Context: an optimization exercise on an open-source flow, tuned for small area, a short achievable clock period and few clock cycles. The choices shown serve that exercise and are no tape-out recipe.
RTL that was checked went through simulation tests only; none was proved equivalent to the original.
Power is estimated from default activity; no workload was simulated.

Design owd_core, start of the top module:
module owd_core (
    input              clk,
    input              rst,
    input              start,
    input              cancel,
    input      [31:0]  sample_rate_hz,
    input              force_overdrive,
    input              channel_valid,
    input      [7:0]   channel,
    output reg         cur_valid,
    output reg [1:0]   cur_cmd,
    output reg [31:0]  cur_n,
    input              cur_ack,
    input      [63:0]  cur_sample,
    input              cur_level,
    input              cur_eos,
    output             snk_valid,
    output     [180:0] snk_data,
    output             idle,
    output             busy,
    output             halted,
    output reg [1:0]   halt_reason,
    output     [7:0]   chan
);
Size in the first run: about 4000 cells after synthesis, ~400 flip-flops, about 340 I/O pins, roughly 35000 um^2 of cells after synthesis.
export LEC_CHECK = 0
export ABC_CLOCK_PERIOD_IN_PS = 3500
export CAP_MARGIN = 30
export CORE_MARGIN = 2
export CORE_UTILIZATION = 55
export SETUP_SLACK_MARGIN = 5
export SLEW_MARGIN = 30
create_clock -name core_clock -period 12.0 [get_ports {clk}]
run.sh (not shown) runs the stock make flow with config.mk's settings and CLKGATE_MAP_FILE= SYNTH_SCRIPT=/design/flow/synth_recipe.tcl, a recipe that flattens the netlist after the stock synthesis.
Testbench counts at the start, summed over its fixed seeds: cycles 59,345.
Change:
--- a/flow/design.v
+++ b/flow/design.v
@@ -162,51 +162,25 @@
         end
     endfunction
     wire d_bw    = lt24(cur_lo, sb_lo);
     wire d_small = d_bw ? d_eq1 : d_eq0;
     function below;
         input [23:0] c, s, t;
         input        k2;
         input        bw;
-        reg   [25:0] x, y, z, sm, cy, a, b;
-        reg   [23:0] g0, p0;
-        reg   [11:0] g1, p1;
-        reg   [5:0]  g2, p2;
-        reg   [2:0]  g3, p3;
-        reg          c24, c25, u24, u25;
-        integer i;
+        reg   [25:0] x, y, z, sm, cy, u;
         begin
             x  = {2'b00, c};
             y  = {2'b11, ~s};
             z  = {2'b11, ~t};
             sm = x ^ y ^ z;
             cy = (x & y) | (x & z) | (y & z);
-            a  = sm;
-            b  = {cy[24:0], k2};
-            g0 = a[23:0] & b[23:0];
-            p0 = a[23:0] | b[23:0];
-            g0[0] = p0[0];
-            for (i = 0; i < 12; i = i + 1) begin
-                g1[i] = g0[2*i+1] | (p0[2*i+1] & g0[2*i]);
-                p1[i] = p0[2*i+1] & p0[2*i];
-            end
-            for (i = 0; i < 6; i = i + 1) begin
-                g2[i] = g1[2*i+1] | (p1[2*i+1] & g1[2*i]);
-                p2[i] = p1[2*i+1] & p1[2*i];
-            end
-            for (i = 0; i < 3; i = i + 1) begin
-                g3[i] = g2[2*i+1] | (p2[2*i+1] & g2[2*i]);
-                p3[i] = p2[2*i+1] & p2[2*i];
-            end
-            c24 = g3[2] | (p3[2] & (g3[1] | (p3[1] & g3[0])));
-            u24 = a[24] ^ b[24] ^ c24;
-            c25 = (a[24] & b[24]) | ((a[24] | b[24]) & c24);
-            u25 = a[25] ^ b[25] ^ c25;
-            below = bw ? (u25 & ~u24) : u25;
+            u  = sm + {cy[24:0], k2} + 26'd1;
+            below = bw ? (u[25] & ~u[24]) : u[25];
         end
     endfunction
     wire dd_lt10   = d_small &&  below(cur_lo, sb_lo, {8'd0, t10},   1'b1, d_bw);
     wire [22:0] tb_sel  = (ph == S_M1) ? t1000 : (ph == S_RQ) ? {2'd0, t480} : {2'd0, t380};
     wire        b_below = below(cur_lo, sb_lo, {1'b0, tb_sel}, (ph == S_RQ), d_bw);
     wire dd_gt1000 = !d_small || !b_below;
     wire dd_gt15   = !d_small || !below(cur_lo, sb_lo, {8'd0, t15},   1'b0, d_bw);
     wire dd_gt30   = !d_small || !below(cur_lo, sb_lo, {7'd0, t30},   1'b0, d_bw);
@@ -229,18 +203,18 @@
     wire asm_full = (bits + 6'd1 == layer_width);
     wire asm_on   = (layer != LAYER_UNKNOWN);
     wire [4:0] asm_next = !asm_on ? S_PR : asm_full ? S_FR : S_PR;
     always @(*) begin
         cur_valid = 1'b0;
         cur_cmd   = CMD_ADV_EDGE;
         cur_n     = 32'd0;
         case (ph)
-            S_Q, S_GQ, S_RA: begin cur_valid = 1'b1; cur_cmd = CMD_QUERY; end
-            S_M0, S_RQ: cur_valid = 1'b1;
+            S_Q, S_GQ: begin cur_valid = 1'b1; cur_cmd = CMD_QUERY; end
+            S_M0, S_RA, S_RQ: cur_valid = 1'b1;
             S_M1:   cur_valid = thr_ready;
             S_M2:   begin cur_valid = 1'b1; cur_cmd = CMD_PEEK_EDGE; end
             S_B, S_FIX: begin cur_valid = 1'b1; cur_cmd = CMD_ADV_BY; cur_n = {15'd0, t30}; end
             S_C1, S_EFIX: begin cur_valid = 1'b1; cur_cmd = CMD_ADV_BY; cur_n = {16'd0, t15}; end
             S_C2:   begin cur_valid = 1'b1; cur_cmd = CMD_ADV_BY; cur_n = {16'd0, t15} + {31'd0, t30lo}; end
             default: ;
         endcase
     end
@@ -347,17 +321,18 @@
                     end
                     S_M1: if (ack) begin
                         fall   <= cur_sample;
                         h_lt10 <= dd_lt10;
                         h_gap  <= dd_gt1000;
                         ph     <= S_M2;
                     end
                     S_M2: if (ack) begin
-                        fall <= fall_sp;
+                        if (!x_rst)
+                            fall <= fall_sp;
                         if (!x_gl)
                             rise <= cur_sample;
                         if (x_gh || x_gl) begin
                             rmk   <= MK_INVALID;
                             hacc  <= !x_gh;
                             ph    <= S_GQ;
                         end else begin
                             defer   <= 1'b0;
@@ -398,19 +373,22 @@
                         rv    <= 1'b1;
                         rtype <= REC_COMMIT;
                         layer <= LAYER_DATA;
                         bits  <= 6'd0;
                         acc   <= 48'd0;
                         unk   <= 1'b0;
                         ph    <= S_DISP;
                     end
-                    S_RA: if (ack) begin
-                        fall <= cur_sample;
-                        ph   <= S_RQ;
+                    S_RA: begin
+                        if (ack) begin
+                            lvl       <= 1'b1;
+                            prog_rise <= 1'b1;
+                            ph        <= S_PR;
+                        end
                     end
                     S_B, S_C2: if (ack) begin
                         fall      <= cur_sample;
                         rv        <= 1'b1;
                         rtype     <= REC_MARKER;
                         rbase     <= 2'd0;
                         rmk       <= cur_level ? MK_ONE : MK_ZERO;
                         lvl       <= cur_level;
@@ -470,20 +448,19 @@
                     end
                     default: ;  
                 endcase
                 if (do_disp) begin
                     if (f_rst) begin
                         rv     <= 1'b1;
                         rtype  <= REC_COMMIT;
                         warn   <= f_warn;
-                        ph     <= (ph == S_DISP) ? S_RQ : S_RA;
+                        ph     <= S_RQ;
                     end else if (f_gtsp) begin
-                        if (ph == S_DISP)
-                            fall  <= fall_sp;
+                        fall      <= fall_sp;
                         rv        <= 1'b1;
                         rtype     <= REC_MARKER;
                         rbase     <= 2'd0;
                         rmk       <= MK_ZERO;
                         lvl       <= 1'b0;
                         prog_rise <= 1'b0;
                         lazy      <= 1'b1;
                         asm_pend  <= 1'b1;
The changed run went through all stages and came out clean.
Final area rose by about 7.5%.
Area after synthesis rose by 5.9%.
First-iteration DRC count went up by about 12%.
Clock power goes down by about 3%.
Die area is higher by about 6%.
Utilization rises by 0.77 points.
Setup slack got worse by 100 ps.
Wire length rises by about 13%.
Maximum frequency decreases by 1.5%.
Worst hold slack is about the same.
Cell count increases by about 9%.
Total power came out lower by about 2.3%.
Clock-buffer cell count rose by 1.
Combinational power went down by about 3%.
Function not checked in the second run of this note: the RTL went through the layout flow alone.

---

old:
owd_core, a different RTL version from the one above (not shown whole).
For scale: ~4000 cells after synthesis, about 35000 um2 of cells after synthesis.
clock: 12.0 ns
lec_check: 0
abc_clock_period_in_ps: 3500
cap_margin: 30
core_margin: 2
core_utilization: 55
setup_slack_margin: 5
slew_margin: 30
For new, these inputs were changed with respect to old:
-- flow/design.v --
<<< old, line 35
                     S_DISP = 5'd8,  S_RA   = 5'd9,  S_B    = 5'd10, S_C1  = 5'd11,
                     S_C2   = 5'd12, S_FR   = 5'd13, S_PR   = 5'd14, S_CX  = 5'd15,
                     S_FIX  = 5'd16, S_EFIX = 5'd17, S_RQ  = 5'd18, S_GQ  = 5'd19;
    reg [4:0]  ph;
    reg [7:0]  cfg_chan;
>>> new, line 35
                     S_DISP = 5'd8,  S_RA   = 5'd9,  S_B    = 5'd10, S_C1  = 5'd11,
                     S_C2   = 5'd12, S_FR   = 5'd13, S_PR   = 5'd14, S_CX  = 5'd15,
                     S_FIX  = 5'd16, S_EFIX = 5'd17;
    reg [4:0]  ph;
    reg [7:0]  cfg_chan;
<<< old, line 51
    reg        lazy;        
    reg        prog_rise;   
    reg        fr_done;
    reg        asm_pend, asm_bit;
>>> new, line 51
    reg        lazy;        
    reg        prog_rise;   
    reg        ra_rec;
    reg        fr_done;
    reg        asm_pend, asm_bit;
<<< old, line 195
        cur_n     = 32'd0;
        case (ph)
            S_Q, S_GQ: begin cur_valid = 1'b1; cur_cmd = CMD_QUERY; end
            S_M0, S_RA, S_RQ: cur_valid = 1'b1;
            S_M1:   cur_valid = thr_ready;
            S_M2:   begin cur_valid = 1'b1; cur_cmd = CMD_PEEK_EDGE; end
>>> new, line 196
        cur_n     = 32'd0;
        case (ph)
            S_Q:    begin cur_valid = 1'b1; cur_cmd = CMD_QUERY; end
            S_M0, S_RA: cur_valid = 1'b1;
            S_M1:   cur_valid = thr_ready;
            S_M2:   begin cur_valid = 1'b1; cur_cmd = CMD_PEEK_EDGE; end
<<< old, line 313
                    end
                    S_M2: if (ack) begin
                        if (!x_rst)
                            fall <= fall_sp;
                        if (!x_gl)
                            rise <= cur_sample;
                        if (x_gh || x_gl) begin
                            rmk   <= MK_INVALID;
                            hacc  <= !x_gh;
                            ph    <= S_GQ;
                        end else begin
                            defer   <= 1'b0;
>>> new, line 314
                    end
                    S_M2: if (ack) begin
                        if (!x_gl)
                            rise <= cur_sample;
                        if (x_gh || x_gl) begin
                            rv    <= 1'b1;
                            rtype <= REC_MARKER;
                            rbase <= 2'd0;
                            rmk   <= MK_INVALID;
                            hacc  <= !x_gh;
                            ph    <= S_M0;
                        end else begin
                            defer   <= 1'b0;
<<< old, line 328
                            c_gtsp  <= dd_gt30;
                            if (unk) begin
                                rmk   <= h_gap ? MK_START : MK_DOWNARROW;
                                ph    <= S_GQ;
                            end
                        end
                    end
                    S_GQ: if (ack) begin
                        fall  <= cur_sample;
                        rv    <= 1'b1;
                        rtype <= REC_MARKER;
                        rbase <= 2'd0;
                        ph    <= !unk ? S_M0 : (rmk == MK_START) ? S_GAPF :
                                 (rmk == MK_DOWNARROW) ? S_DISP : S_M0;
                    end
                    S_RQ: begin
                        rv     <= 1'b1;
                        rtype  <= REC_FRAME;
                        rbase  <= 2'd0;
                        rfr    <= 1'b1;
                        layer  <= LAYER_DATA;
                        bits   <= 6'd0;
                        acc    <= 48'd0;
                        unk    <= 1'b0;
                        defer  <= 1'b1;
                        if (ack) begin
                            lvl       <= 1'b1;
                            prog_rise <= 1'b1;
                            ph        <= S_PR;
                        end else begin
                            ph        <= S_RA;
                        end
                    end
>>> new, line 330
                            c_gtsp  <= dd_gt30;
                            if (unk) begin
                                rv    <= 1'b1;
                                rtype <= REC_MARKER;
                                rbase <= 2'd0;
                                rmk   <= h_gap ? MK_START : MK_DOWNARROW;
                                ph    <= h_gap ? S_GAPF : S_DISP;
                            end
                        end
                    end
<<< old, line 369
                    end
                    S_RA: begin
                        if (ack) begin
                            lvl       <= 1'b1;
>>> new, line 348
                    end
                    S_RA: begin
                        if (ra_rec) begin
                            rv     <= 1'b1;
                            rtype  <= REC_FRAME;
                            rbase  <= 2'd0;
                            rfr    <= 1'b1;
                            ra_rec <= 1'b0;
                            layer  <= LAYER_DATA;
                            bits   <= 6'd0;
                            acc    <= 48'd0;
                            unk    <= 1'b0;
                            defer  <= 1'b1;
                        end
                        if (ack) begin
                            lvl       <= 1'b1;
<<< old, line 443
                        rtype  <= REC_COMMIT;
                        warn   <= f_warn;
                        ph     <= S_RQ;
                    end else if (f_gtsp) begin
                        fall      <= fall_sp;
>>> new, line 434
                        rtype  <= REC_COMMIT;
                        warn   <= f_warn;
                        ra_rec <= 1'b1;
                        ph     <= S_RA;
                    end else if (f_gtsp) begin
                        fall      <= fall_sp;
## What came out
- Sequential cell area in the final layout of new is on par with old.
- In new relative to old, final-layout clock buffer total had gone down by more than 10%.
- Comparing new and old, the higher first-pass GRT wire length is on old.
- Summary of new over old: area share of fa/ha/maj cells after synthesis higher; setup slack lower; power density normalized to cell area lower; area of the multi-input gates lower; clock power share higher.
- new: number of buffers other than clock buffers in the final layout 3 below old
- Die boundary width on new is down relative to old.
- new: met3 usage in global routing lower than old
- Cmp new vs old: total vias in the final route lower in new
- On total internal power: new sits below old.
Testbench counts of new, summed over its fixed seeds: cycles 59,057.
No functional check of the RTL was part of old.

static timing again, ports no longer ideal:
The results above use ideal ports. As a check the final layouts listed here were re-extracted and re-timed, cells and wires unchanged.
Step 1 assumes that a clkbuf_16 drives the clock port and a buf_2 every other input.
Step 2 moves the port delays by t, midway between the first and last clock arrival at a register: inputs arrive t later, outputs are due t later. That takes back most of the time a late clock gives input paths.
a / b / c = ideal / step 1 / step 2; a / b = the first two.
run	t (ns)	slack for setup (ns)	worst data-port slew with drivers (ns)
the first run of note 1	0.681	5.181 / 5.230 / 4.549	0.11
the second run of note 1	0.692	5.076 / 5.101 / 4.417	0.10
old	0.660	4.977 / 5.006 / 4.354	0.09
new	0.674	4.971 / 4.991 / 4.316	0.13
After both steps every run listed still meets setup and hold. The setup slack of the second run of note 1, which loses most, moves by +0.025 ns with the drivers and by -0.659 ns with both steps.
